What follows belongs to an exercise in optimizing a design on an open flow for small area, a short achievable clock period and few clock cycles per item; a production flow would make more cautious choices.
No run shown here included a check of the RTL's function; only the layout flow was run.
Power figures rest on the tool's default switching activity, not on a simulated workload.

==> flow/design.v, too long to show whole: its modules and the start of the top module <==
// module mag_preamble: 2022 lines
module mag_preamble (
    input  wire        clk,
    input  wire        rst,           
    input  wire        in_valid,
    output wire        in_ready,
    input  wire [7:0]  in_i,
    input  wire [7:0]  in_q,
    output wire        out_valid,
    input  wire        out_ready,
    output wire [15:0] out_mag,
    output wire [3:0]  out_verdict
);
  // ...
==> flow/flow/run.sh <==
#!/bin/bash
bash standard.sh SETUP_SLACK_MARGIN=8.6 CTS_CLUSTER_SIZE=24 CTS_CLUSTER_DIAMETER=100 CORE_UTILIZATION=55 PLACE_DENSITY=0.68 finish > standard.log 2>&1
==> flow/standard.sh <==
#!/bin/bash
# synth_recipe.tcl (not shown) runs the flow's synth.tcl, then flattens the netlist and writes it again
# the make line also repeats each setting of config.mk as NAME=value (left out here)
make -C /OpenROAD-flow-scripts/flow DESIGN_CONFIG=/design/flow/config.mk WORK_HOME=/design/flow/orfs CLKGATE_MAP_FILE= SYNTH_SCRIPT=/design/flow/synth_recipe.tcl "${@:-finish}"
==> flow/config.mk <==
export PLATFORM = sky130hd
export DESIGN_NAME = mag_preamble
export DESIGN_NICKNAME = mag_preamble
export VERILOG_FILES = /design/flow/design.v
export SDC_FILE = /design/flow/constraint.sdc
export NUM_CORES = 4
export LEC_CHECK = 0
export CAP_MARGIN = 20
export CORE_MARGIN = 2
export CORE_UTILIZATION = 40
export SLEW_MARGIN = 20
==> flow/constraint.sdc <==
create_clock -name core_clock -period 12.0 [get_ports {clk}]
set_input_delay 2.4000 -clock core_clock [delete_from_list [all_inputs] [get_ports {clk}]]
set_output_delay 2.4000 -clock core_clock [all_outputs]
set_load 0.01 [all_outputs]
==> out/metrics.cfg, run 1 <==
[synth]
synthesis.area_um2=40000
yosys.area.top_type=edfxtp_1
synth-edff-count=480
synth-adder-area-share_pct=18.2
synth_fp_nets=3822
synth_top_area_share_pct=36.0
yosysMostFrequentCell=edfxtp_1

[floorplanning]
core-area_um2=71700
taps=950
io-pin-count=42

[grt]
met3_usage_pct=2.48
use_met1_pct=27.8
first_global_vias=25400
busiest_layer=met2

[status]
status=finished clean

[detailed_routing]
met2_length_mm=37.9
wl_mm=77.8
met1_length_mm=34.5

[clock_network]
cts_tree=yes
cts_root_buf=clkbuf_16
clk_latency_ns=0.60

[critical_path]
worstSetupStartpointType=flip-flop
worstPathMaxFanout=6
worst_path_largest_cell_delay_ns=0.54

[layout]
sh_seq_area_pct=47.2
diodes=0
clkCellAreaFrac_pct=2.37

[placement]
placedCellCount=4187
dpl-instance-area_um2=41400

[power_and_ir_drop]
leakagePower_nw=18.2

==> run 2, diff against run 1 <==
--- a/flow/design.v
+++ b/flow/design.v
@@ -1172,17 +1172,18 @@
     wire ad17_G34 = ad17_G26 | (ad17_P26 & ad17_G22);
     wire ad17_G35 = ad17_g[16] | (ad17_p[16] & ad17_G34);
     wire ad17_G36 = ad17_G9 | (ad17_P9 & ad17_G34);
     wire ad17_G37 = ad17_G18 | (ad17_P18 & ad17_G34);
     wire [18:0] ad17_c = {ad17_G36, ad17_G35, ad17_G34, ad17_G33, ad17_G32, ad17_G31, ad17_G30, ad17_G29, ad17_G28, ad17_G27, ad17_G22, ad17_G21, ad17_G20, ad17_G19, ad17_G11, ad17_G10, ad17_G1, ad17_g0c, 1'b0};
     wire [18:0] ad17_s = ad17_p ^ ad17_c;
     wire ad17_co = ad17_G37;
     wire q17 = ~ad17_s[18];
-    wire [15:0] mag_nx = s13_Q + {15'd0, q17};
+    wire [15:0] mag_p1 = s13_Q + 16'd1;
+    wire [15:0] mag_nx = q17 ? mag_p1 : s13_Q;
     reg  [15:0] m_mag;
     reg         m_v;
     always @(posedge clk) begin
         if (rst_w)    m_v <= 1'b0;
         else if (run) m_v <= s13_v;
         if (run) m_mag <= mag_nx;
     end
     wire        arrive = run & m_v & ~rst_w;
==> run 2 against run 1 <==
Effect of this change:
- still clean
- critical path depth fell by 4
- synthesized cell count rose by 15%
- worst setup slack got worse by 0.058 ns
- clock power rose by 4%
- critical path type unchanged
- critical endpoint is now psum[16]$_SDFFE_PP0P_
==> out/metrics.cfg, run 2 <==
[power_and_ir_drop]
intPower_mw=8.54
p_switching_mw=4.96
seq_power_share_pct=36.5
leakagePower_nw=18.2  ; -0.17%
ir_drop_mv=0.264
swShare_pct=36.8
p_clk_share_pct=10.9
power_frac_comb_pct=52.6
powerDensity_nw_per_um2=301

[layout]
largest_reg_flops=26
drive_gt1_share_pct=6.94
fill_cells=6097
mostFrequentLayoutCells=606 x nand2_1, 480 x edfxtp_1, 401 x ha_1
diodes=0  ; unchanged
top_regs=c_x (26), s1_x (20)
regMostFlops=c_x
fin_nets=4382
area_growth_pct=8.60
final_common_cell=nand2_1

[clock_network]
clockBufferDepth=3
numCtsBuffers=39
cts_tree=yes
clk_latency_ns=0.60  ; about the same
ctsHoldBuffers=0
cts.reportedPaths.clkPinSlew_ns=0.10
h-tree-depth=2
clock_sinks=789
cts_root_buf=clkbuf_16

[detailed_routing]
viasPerCell=5.48
ant_nets=0
wire_per_inst_um=16.1
vias=26400
first_pass_iters=5
wl_mm=77.6  ; -0.33%
drc_errors=0
drt_iter0_drc=1641

[critical_path]
arrival_ns=4.19
worst_path_largest_cell_delay_ns=0.50  ; -0.04 ns
worstSetupStartpointType=flip-flop
reg2reg_to=psum[16]$_SDFFE_PP0P_
crit_chain=fa_1, ha_1, nor2b_4, o31a_1, o311a_1, o31a_1, o41a_1, a41o_1, o21ai_1, nand2b_1, ha_2, nand2_1, a21oi_1
crit_cells=13
critPathSlowestCell=fa_1
worstPathMaxFanout=3  ; -3
r2r_slack_ns=8.34
crit_start=h1[2]$_SDFFE_PP0P_
cp.buffers_inverters=0
critical_path_required_ns=12.53
crit_end=psum[16]$_SDFFE_PP0P_
r2r_cells=13
cp_common_cell=o31a_1
setup.worst_path.class=flip-flop to flip-flop
crit_path_end_kind=flip-flop
cp_top_family=compound AO/OA/AOI/OAI gates
r2r_start=h1[2]$_SDFFE_PP0P_

[sta]
slew_headroom_pct=19.8
fin_crit_sh_pct=30.5
tightestPinTransition_ns=1.20
maxSlewViolCount=0
hold_viol=0
setup_viol=0
rsz0062_at_grt=true
clock.fmax_ghz=0.273
holdWs_ns=0.423
finalClockSkew_ns=0.0369
post-route-min-period_ns=3.66
fin_tns_setup_ns=0

[grt]
first_global_vias=25400  ; +0.091%
grt_pass1_wl_mm=128
overflow=0
antenna_found_initial=0
grt_use_total_pct=20.1
grt_max_degree=193

[synth]
yosysMostFrequentCell=nand2_1
yosys.area.top_type=edfxtp_1
synth-edff-count=480  ; unchanged
yosys_warnings=1
synthCells=3790
synth_fp_nets=4327  ; +13%
yosys-top-cells-count=608 x nand2_1, 480 x edfxtp_1, 410 x ha_1
yosysSeqAreaShare_pct=49.9
synthesis.area_um2=41300  ; +3.2%
synth-async-reset-ratio_pct=0
synth_area_leaders=edfxtp_1 35%, dfxtp_1 15%, ha_1 12%, nand2_1 5.5%, fa_1 5.2%
synth_top_area_share_pct=34.9  ; -1.1 points
ys_types=81
ys.flop_type=edfxtp_1
synth_area_per_cell_um2=10.9
synth_seq_cells=789

[worst_hold_path]
worstHoldStart=s4_x[7]$_DFFE_PN_
hp-class=flip-flop to flip-flop

[placement]
port_buffers=41
hpwl_mm=52.7
place.gp.congestion=0.810

[floorplanning]
die_h_um=278
io-pin-count=42  ; unchanged
core-area_um2=74400  ; +3.8%
start_util_pct=55.5
rows=100
fp.dieW_um=278
fp.dieArea_um2=77300

[status]
status=finished clean

[flow_run]
cap_viol_max_count=0

## run 2: cell types whose count changed after synthesis, moves of 10 or more
cell and change:
nand2_1 +429, a21oi_1 +247, a22o_1 -184, clkbuf_1 +34, o21ai_0 -32, o22ai_1 -25
inv_1 -11, nor2_1 +10
## run 2: worst min path at each step
stage,end,cells after the start
finish,s5_x[7]$_DFFE_PN_,0
global route,s2_x[4]$_DFFE_PN_,0
CTS,s2_x[14]$_DFFE_PN_,0
detailed placement,s1_x[15]$_DFFE_PN_,0
global placement,s1_x[3]$_DFFE_PN_,0
floorplan,b_r0[14]$_DFFE_PN_,0
## run 2: layer usage
metal  up-vias  global-route usage [%]  wire (um)  share of wire [%]
li1      13200                       -          -                  -
met1     12700                    27.9      35400                 46
met2       418                    34.3      37900                 49
met3        75                    1.67       2840                3.7
met4         0                    4.78       1460                1.9
met5         -                       0          0                  0
## run 2: layout make-up
cell class              count  area, um^2  share of cell area, %
clock buffers              51        1040                   2.32
clock inverters             4        53.8                  0.120
inverters                 277        1040                   2.33
multi-input cells        2600       19600                   43.7
flip-flops and latches    789       20600                   46.0
well taps                 969        1210                   2.70
repair buffers            137        1260                   2.81
repair inverters            1        5.00                 0.0112
## run 2: power by group through the flow
stage	registers, mW	logic (mW)	clock network (mW)
2_1_floorplan	4.77	5.17	0
3_3_place_gp	5.04	6.04	0
3_5_place_dp	5.07	6.25	0
4_1_cts	4.98	6.68	1.52
5_1_grt	5.03	8.08	1.61
6_report	4.93	7.10	1.47
## run 2: cells by family after synthesis
| family | share of synthesized area [%] |
|---|---|
| flip-flops | 49.9 |
| buffers and inverters | 3.69 |
| AO/OA/AOI/OAI | 10.5 |
| XOR/XNOR | 6.55 |
| multiplexers | 0.560 |
| AND/OR/NAND/NOR | 11.2 |
| adder cells (fa/ha/maj) | 17.6 |
## run 2: timing repair
item	4_1_cts	5_1_grt
cloned	2	4
setup buffers	29	53
pin swaps	25	40
endpoints found under the setup margin	216	130
gates resized for setup	152	44
## run 2: stage by stage
stage	power [mW]	setup slack [ns]	utilization [%]	area, um^2	std cells
floorplan	9.94	3.20	-	41300	3790
global placement	11.1	7.62	57.2	42600	4685
detailed placement	11.3	7.53	57.2	42600	4685
CTS	13.2	8.35	59.3	44100	4771
global route	14.7	8.23	60.3	44900	4828
finish	13.5	8.34	60.3	44900	4828

separate check: timing with driven ports:
How much do the figures lean on ideal ports? The routed layouts below were timed once more, with nothing changed but the port constraints. Step 1, drivers: a clkbuf_16 drives clk and a buf_2 each remaining input, both assumed. Step 2 moves the port delays by t, midway between the first and last clock arrival at a register: inputs arrive t later, outputs are due t later. That takes back most of the time a late clock gives input paths. a / b / c = no drivers / after step 1 / after step 2; a / b = the first two.
run | t (ns) | setup slack, ns | worst register clock-pin slew, ns | pins driven straight from the clock port
run 1 | 0.651 | 8.399 / 8.395 / 8.170 | 0.10 / 0.10 | 1
run 2 | 0.652 | 8.341 / 8.341 / 8.011 | 0.10 / 0.10 | 1
After both steps every run listed still meets setup and hold. The setup slack of run 2, which loses most, moves by 0.000 ns with the drivers and by -0.330 ns with both steps.
